This design comes from an exercise in tuning for small area, a short achievable clock period and few clock cycles per item on the open sky130 flow, not from production work. Only simulation tests tie the RTL to the original design; equivalence was not proved. Power is estimated from default activity; no workload was simulated.

==> flow/design.v <==
module etrle_enc (
    input  wire       clk,
    input  wire       rst,
    input  wire       in_valid,
    output wire       in_ready,
    input  wire [7:0] in_data,
    input  wire       in_last,     
    input  wire       in_empty,    
    output wire       out_valid,
    input  wire       out_ready,
    output wire [7:0] out_data
);
    localparam integer N  = 129;    
    localparam integer QW = 2;      
    reg  [9*N-1:0] ring;
    wire [8:0] tap = ring[9*N-1 -: 9];      
    wire [8:0] s0  = ring[8:0];             
    wire tap_v = tap[8];
    wire tap_p = !tap[8] && tap[0];
    wire s0_empty = !s0[8] && !s0[0];
    reg       r_v;
    reg [7:0] r_d;
    reg       r_last, r_empty;
    reg       h_v;
    reg [7:0] h_d;
    reg       h_last, h_empty;
    reg       lnz;         
    reg       run_lit, run_zero;
    reg [6:0] run_n;
    reg       doneP, doneDZ;
    reg [6:0]    lq [0:(1<<QW)-1];
    reg [QW-1:0] lq_rd, lq_wr;
    reg [QW:0]   lq_cnt;
    wire lq_full  = lq_cnt[QW];
    wire lq_empty = (lq_cnt == 0);
    reg [7:0] k;           
    reg       k1;          
    reg       rwait;       
    reg       flush;       
    reg [7:0] wcnt;
    reg       ov;
    reg [7:0] od;
    wire hz     = (h_d == 8'd0);
    wire rnz    = (r_d != 8'd0);
    wire need_r = !h_empty && !h_last && hz;
    wire cls_ok = h_v && (!need_r || r_v);
    wire lit    = !h_empty && (!hz || (!h_last && lnz && rnz));
    wire zend   = h_last || rnz || (run_zero && run_n == 7'd126);
    wire [6:0] zn = run_zero ? run_n + 7'd1 : 7'd1;
    wire needP = lit && !run_lit;
    wire needZ = !h_empty && !lit && zend;
    wire needE = h_empty || h_last;
    wire selP  = needP && !doneP && !doneDZ;
    wire selDZ = !selP && (lit || needZ) && !doneDZ;
    wire selE  = !selP && !selDZ && needE;
    wire have_item = selP || selDZ || selE;
    wire is_last   = selE || (selDZ && !needE) || !have_item;
    wire [8:0] item = selP  ? 9'h001 :
                      selDZ ? (lit ? {1'b1, h_d} : {2'b11, zn}) :
                              9'h100;
    wire closeD = selDZ && lit && (run_n == 7'd126 || h_last);
    wire closeZ = !lit && !h_empty && run_lit && (needZ ? selDZ : !have_item);
    wire pushc  = closeD || closeZ;
    wire [6:0] push_val = closeD ? run_n + 7'd1 : run_n;
    wire sync   = !rwait;
    wire wr_ok  = s0_empty && (k1 || (sync && !(selDZ && lit)));
    wire commit = cls_ok && (!have_item || wr_ok) && (!pushc || !lq_full);
    wire push   = commit && pushc;
    wire write  = commit && have_item;
    wire advance = commit && is_last;
    wire take_r = r_v && (!h_v || advance);
    assign in_ready = !r_v || take_r;
    wire can_load = !ov || out_ready;
    wire act      = !flush && (!rwait || wcnt == 8'd0);
    wire rd_data  = act && tap_v && can_load;
    wire rd_ctrl  = act && tap_p && can_load && !lq_empty;
    wire stuck    = act && (tap_v || tap_p) && !rd_data && !rd_ctrl;
    wire cons     = rd_data || rd_ctrl || flush || rst;
    wire pop      = rd_ctrl;
    assign out_valid = ov;
    assign out_data  = od;
    integer i;
    always @(posedge clk) begin
        ring[9*N-1:18] <= ring[9*(N-1)-1:9];
        ring[17:9]     <= write ? item : s0;
        ring[8:0]      <= {tap[8] & ~cons, tap[7:1], tap[0] & ~cons};
        if (push) lq[lq_wr] <= push_val;
        if (in_valid && in_ready) begin
            r_d     <= in_data;
            r_last  <= in_last;
            r_empty <= in_empty;
        end
        if (take_r) begin
            h_d     <= r_d;
            h_last  <= r_last;
            h_empty <= r_empty;
        end
        if (rd_data || rd_ctrl)
            od <= rd_data ? tap[7:0] : {1'b0, lq[lq_rd]};
        if (rst) begin
            r_v      <= 1'b0;
            h_v      <= 1'b0;
            lnz      <= 1'b0;
            run_lit  <= 1'b0;
            run_zero <= 1'b0;
            doneP    <= 1'b0;
            doneDZ   <= 1'b0;
            lq_rd    <= 0;
            lq_wr    <= 0;
            lq_cnt   <= 0;
            k        <= 8'd0;
            k1       <= 1'b0;
            rwait    <= 1'b0;
            flush    <= 1'b1;
            wcnt     <= N - 2;
            ov       <= 1'b0;
        end else begin
            if (in_valid && in_ready) r_v <= 1'b1;
            else if (take_r)          r_v <= 1'b0;
            if (take_r)       h_v <= 1'b1;
            else if (advance) h_v <= 1'b0;
            if (commit) begin
                if (selP) begin
                    doneP   <= 1'b1;
                    run_lit <= 1'b1;
                    run_n   <= 7'd0;
                end else if (selDZ && lit) begin
                    doneDZ  <= 1'b1;
                    run_n   <= run_n + 7'd1;
                    if (closeD) run_lit <= 1'b0;
                end else if (selDZ) begin
                    doneDZ   <= 1'b1;
                    run_lit  <= 1'b0;
                    run_zero <= 1'b0;
                end else if (!have_item && !h_empty) begin
                    run_lit  <= 1'b0;
                    run_zero <= 1'b1;
                    run_n    <= zn;
                end
                if (advance) begin
                    doneP  <= 1'b0;
                    doneDZ <= 1'b0;
                    lnz    <= !h_empty && !h_last && !hz;
                end
            end
            if (push) lq_wr <= lq_wr + 1'b1;
            if (pop)  lq_rd <= lq_rd + 1'b1;
            lq_cnt <= lq_cnt + {{QW{1'b0}}, push} - {{QW{1'b0}}, pop};
            k  <= write ? 8'd1 : (k == N - 1) ? 8'd0 : k + 8'd1;
            k1 <= write || (k == 8'd0);
            if (flush) begin
                if (wcnt == 8'd0) flush <= 1'b0;
                else              wcnt  <= wcnt - 8'd1;
            end else if (stuck) begin
                rwait <= 1'b1;
                wcnt  <= N - 1;
            end else if (act) begin
                rwait <= 1'b0;
            end else begin
                wcnt <= wcnt - 8'd1;
            end
            if (rd_data || rd_ctrl) ov <= 1'b1;
            else if (out_ready)     ov <= 1'b0;
        end
    end
endmodule
Settings: LEC_CHECK=0, CAP_MARGIN=20, CORE_MARGIN=2, CORE_UTILIZATION=40, CTS_BUF_LIST=sky130_fd_sc_hd__clkbuf_4, PLACE_DENSITY=0.6, SLEW_MARGIN=20; clock period 8.0 ns.
run.sh (not shown) runs the stock make flow with config.mk's settings and CLKGATE_MAP_FILE= SYNTH_SCRIPT=/design/flow/synth_recipe.tcl, a recipe that flattens the netlist after the stock synthesis.
The baseline produced a clean layout.
Testbench counts at the start, summed over its fixed seeds: cycles 126,512, bytes 119,443.
Change:
- CTS_BUF_LIST: sky130_fd_sc_hd__clkbuf_4 -> sky130_fd_sc_hd__clkbuf_2 sky130_fd_sc_hd__clkbuf_4
Effect: Area after synthesis stays the same; die area does not change; setup slack does not change; sequential share of layout area is unchanged.

========
blue:
etrle_enc, a different RTL version from the one above (not shown whole).
For scale: ~1600 cells after synthesis, about 24 I/O pins.
Settings: LEC_CHECK=0, CAP_MARGIN=20, CORE_MARGIN=2, CORE_UTILIZATION=40, CTS_BUF_LIST=sky130_fd_sc_hd__clkbuf_8, CTS_CLUSTER_DIAMETER=60, CTS_CLUSTER_SIZE=18, PLACE_DENSITY=0.6, SLEW_MARGIN=20; clock period 8.0 ns.
blue: PASS, flow complete, no timing, DRC or antenna violations
Testbench counts of blue, summed over its fixed seeds: cycles 126,512, bytes 119,443.
Changes in orange relative to blue:
- SETUP_SLACK_MARGIN now 5, previously not set
- CTS_BUF_LIST now sky130_fd_sc_hd__clkbuf_16, was sky130_fd_sc_hd__clkbuf_8
- CORE_UTILIZATION now 65, was 40
- CTS_CLUSTER_SIZE now 32, was 18
- PLACE_DENSITY now 0.75, was 0.6
- CTS_CLUSTER_DIAMETER now 80, was 60
## What came out
- Summary of orange over blue: wire length on met2 increased by about 22% relative to the old numbers; number of distinct library cells after synthesis shows no meaningful change; critical path data arrival time dropped 440 ps.
- Compared orange against blue; non-clock buffering overhead in the final layout within noise.
- Sort blue and orange by wire length per cell, descending, and orange comes first.
- Compared with blue, in orange met1 track demand over resource in global routing grew by 9.3 points; clock latency reported for the late side of the worst-skew pair shrank by 90 ps.
- The routed wire length in blue is 0.942 times that in orange.
- Per the comparison of orange with blue, highest attainable clock frequency +15%; total instance count after detailed placement has decreased.
- In the tables for blue and orange, area overhead of the layout relative to synthesis reads higher with blue.

========
== run A ==
Another version of the RTL of etrle_enc (not shown whole).
Size: about 1600 cells after synthesis, roughly 1300 flip-flops, ~29000 um^2 of cells after synthesis.
==> flow/design.v (excerpt) <==
module etrle_enc (
    input  wire       clk,
    input  wire       rst,
    input  wire       in_valid,
    output wire       in_ready,
    input  wire [7:0] in_data,
    input  wire       in_last,     
    input  wire       in_empty,    
    output wire       out_valid,
    input  wire       out_ready,
    output wire [7:0] out_data
);
    localparam integer N  = 129;    
    localparam integer QW = 2;      
    reg  [9*N-1:0] ring;
    wire [8:0] tap = ring[9*N-1 -: 9];      
    wire [8:0] s0  = ring[8:0];             
    wire tap_v = tap[8];
    wire tap_p = !tap[8] && tap[0];
    wire s0_empty = !s0[8] && !s0[0];
    reg       r_v, r2_v;
    reg [7:0] r_d, r2_d;
    reg       r_nz, r2_nz;     
    reg       r_last, r_empty, r2_last, r2_empty;
    reg       in_rdy;
    reg       h_v;
    reg [7:0] h_d;
    reg       h_last, h_empty;
    reg       hz;          
    reg       rn126;       
    reg       lnz;         
    reg       run_lit, run_zero;
    reg [6:0] run_n;
    reg       doneP, doneDZ;
    reg [6:0]    lq [0:(1<<QW)-1];
    reg [QW:0]   lq_rd, lq_wr;      
    wire lq_full  = (lq_wr == {~lq_rd[QW], lq_rd[QW-1:0]});
    wire lq_empty = (lq_wr == lq_rd);
    reg [7:0] k;           
    reg       k1;          
    reg       rwait;       
    reg       flush;       
    reg [7:0] wcnt;
    reg       ov;
    reg [7:0] od;
    reg [7:0] oh;
    wire rnz    = r_nz;
    wire need_r = !h_empty && !h_last && hz;
    wire cls_ok = h_v && (!need_r || r_v);
    wire lit    = !h_empty && (!hz || (!h_last && lnz && rnz));
    wire zend   = h_last || rnz || (run_zero && rn126);
    wire [6:0] zn = run_zero ? run_n + 7'd1 : 7'd1;
    wire needP = lit && !run_lit;
    wire needZ = !h_empty && !lit && zend;
    wire needE = h_empty || h_last;
  ...
Settings: LEC_CHECK=0, CAP_MARGIN=20, CORE_MARGIN=2, CORE_UTILIZATION=65, CTS_BUF_LIST=sky130_fd_sc_hd__clkbuf_16, CTS_CLUSTER_DIAMETER=80, CTS_CLUSTER_SIZE=32, PLACE_DENSITY=0.75, SLEW_MARGIN=20; clock period 8.0 ns.
standard.sh (not shown) runs the stock make flow with config.mk's settings and CLKGATE_MAP_FILE= SYNTH_SCRIPT=/design/flow/synth_recipe.tcl, a recipe that flattens the netlist after the stock synthesis.
==> flow/flow/run.sh <==
#!/bin/bash
set -o pipefail
export SETUP_SLACK_MARGIN=5.6
bash standard.sh 2>&1 | tee standard_flow.log
Testbench counts of run A, summed over its fixed seeds: cycles 126,512, bytes 119,443.
The following lists how run B was set up differently from run A:
# run A
export LEC_CHECK = 0
export CAP_MARGIN = 20
export CORE_MARGIN = 2
export CORE_UTILIZATION = 65
export CTS_BUF_LIST = sky130_fd_sc_hd__clkbuf_16
export CTS_CLUSTER_DIAMETER = 80
export CTS_CLUSTER_SIZE = 32
export PLACE_DENSITY = 0.75
export SLEW_MARGIN = 20
create_clock -name core_clock -period 8.0 [get_ports {clk}]
# run B
export LEC_CHECK = 0
export CAP_MARGIN = 20
export CORE_MARGIN = 2
export CORE_UTILIZATION = 55
export CTS_BUF_LIST = sky130_fd_sc_hd__clkbuf_16
export CTS_CLUSTER_DIAMETER = 80
export CTS_CLUSTER_SIZE = 32
export PLACE_DENSITY = 0.65
export SLEW_MARGIN = 20
create_clock -name core_clock -period 8.0 [get_ports {clk}]
-- flow/flow/run.sh --
<<< run A, line 3
export SETUP_SLACK_MARGIN=5.6
>>> run B, line 3
export SETUP_SLACK_MARGIN=5.3
Findings:
Run A and run B ended up with roughly the same biggest cell delay along the critical path.
Proportion of power drawn by the clock network, run B and run A, lower one = run A.
Run A → run B: met2 usage decreased 6.3 points; maximum clock skew at final layout decreased 0.0083 ns; met3 track utilization from global routing decreased 1.2 points.
The cell area after placement of run B and that of run A are within noise of each other.
Summary of run B over run A: mux contribution to synthesized area closely matched the old numbers; wire length decreased by about 9% relative to the old numbers; non-clock buffer count decreased by about 40% relative to the old numbers; total power of the final layout increased by 0.00010 W relative to the old numbers.
Inputs modified between run B and run C:
# run B
export LEC_CHECK = 0
export CAP_MARGIN = 20
export CORE_MARGIN = 2
export CORE_UTILIZATION = 55
export CTS_BUF_LIST = sky130_fd_sc_hd__clkbuf_16
export CTS_CLUSTER_DIAMETER = 80
export CTS_CLUSTER_SIZE = 32
export PLACE_DENSITY = 0.65
export SLEW_MARGIN = 20
create_clock -name core_clock -period 8.0 [get_ports {clk}]
# run C
export LEC_CHECK = 0
export ABC_AREA = 1
export CAP_MARGIN = 20
export CORE_MARGIN = 2
export CORE_UTILIZATION = 65
export CTS_BUF_LIST = sky130_fd_sc_hd__clkbuf_16
export CTS_CLUSTER_DIAMETER = 80
export CTS_CLUSTER_SIZE = 32
export PLACE_DENSITY = 0.75
export SLEW_MARGIN = 20
create_clock -name core_clock -period 8.0 [get_ports {clk}]
Findings:
| wire length on met3 | run C vs run B | 200 um higher |. Compared with run B, run C shows post-route total power lower by 0.00011 W. Compare run B and run C | number of nets in the layout lower: run B. Placed instance area of run B is on par with run C. Run C vs. run B: growth of design area from synthesis to finish went down 0.66 points; final period demand of the worst path grew by 0.020 ns; sequential cell count closely matched the old numbers; final worst slack shows a reduction of 0.020 ns. Summary of the comparison: final hold slack is higher in run C, relative to run B. Taking run B over run C, the width of the chip ratio works out to 1.08. Detailed router's first-iteration violation count (run C vs. run B) increases by a little under 10%.

[afterwards: timing with drivers on the ports]
The flow's constraints put no driver on any port. The routed layouts listed below were extracted and timed again, unchanged, in two steps.
Step 1: set_driving_cell puts a clkbuf_16 on clk and a buf_2 on each other input, an assumption about the parent block.
Step 2 adds t to the input delays and takes it off the output delays; t is the mean of the earliest and latest rising clock arrival at the registers after step 1. Input paths then give back, and output paths get back, about the clock's delay inside the block.
Three values: no drivers, after step 1, after step 2; two values: the first two.
run | t, ns | slack for setup (ns) | clock arrival spread, ns | worst data-port slew with drivers (ns)
the first run of note 1 | 1.066 | 2.357 / 2.301 / 3.367 | 0.082 / 0.082 | 0.05
the second run of note 1 | 1.066 | 2.357 / 2.301 / 3.367 | 0.082 / 0.082 | 0.05
blue | 0.740 | 4.602 / 4.547 / 4.733 | 0.041 / 0.042 | 0.07
orange | 0.649 | 5.035 / 4.981 / 4.765 | 0.035 / 0.035 | 0.03
run A | 0.653 | 5.271 / 5.221 / 5.013 | 0.029 / 0.029 | 0.03
run B | 0.656 | 5.285 / 5.230 / 4.806 | 0.022 / 0.022 | 0.04
run C | 0.659 | 5.265 / 5.207 / 4.719 | 0.023 / 0.023 | 0.04
After both steps every run listed still meets setup and hold. For run C, which loses most, drivers alone change the setup slack by -0.058 ns; drivers and shift together by -0.546 ns.
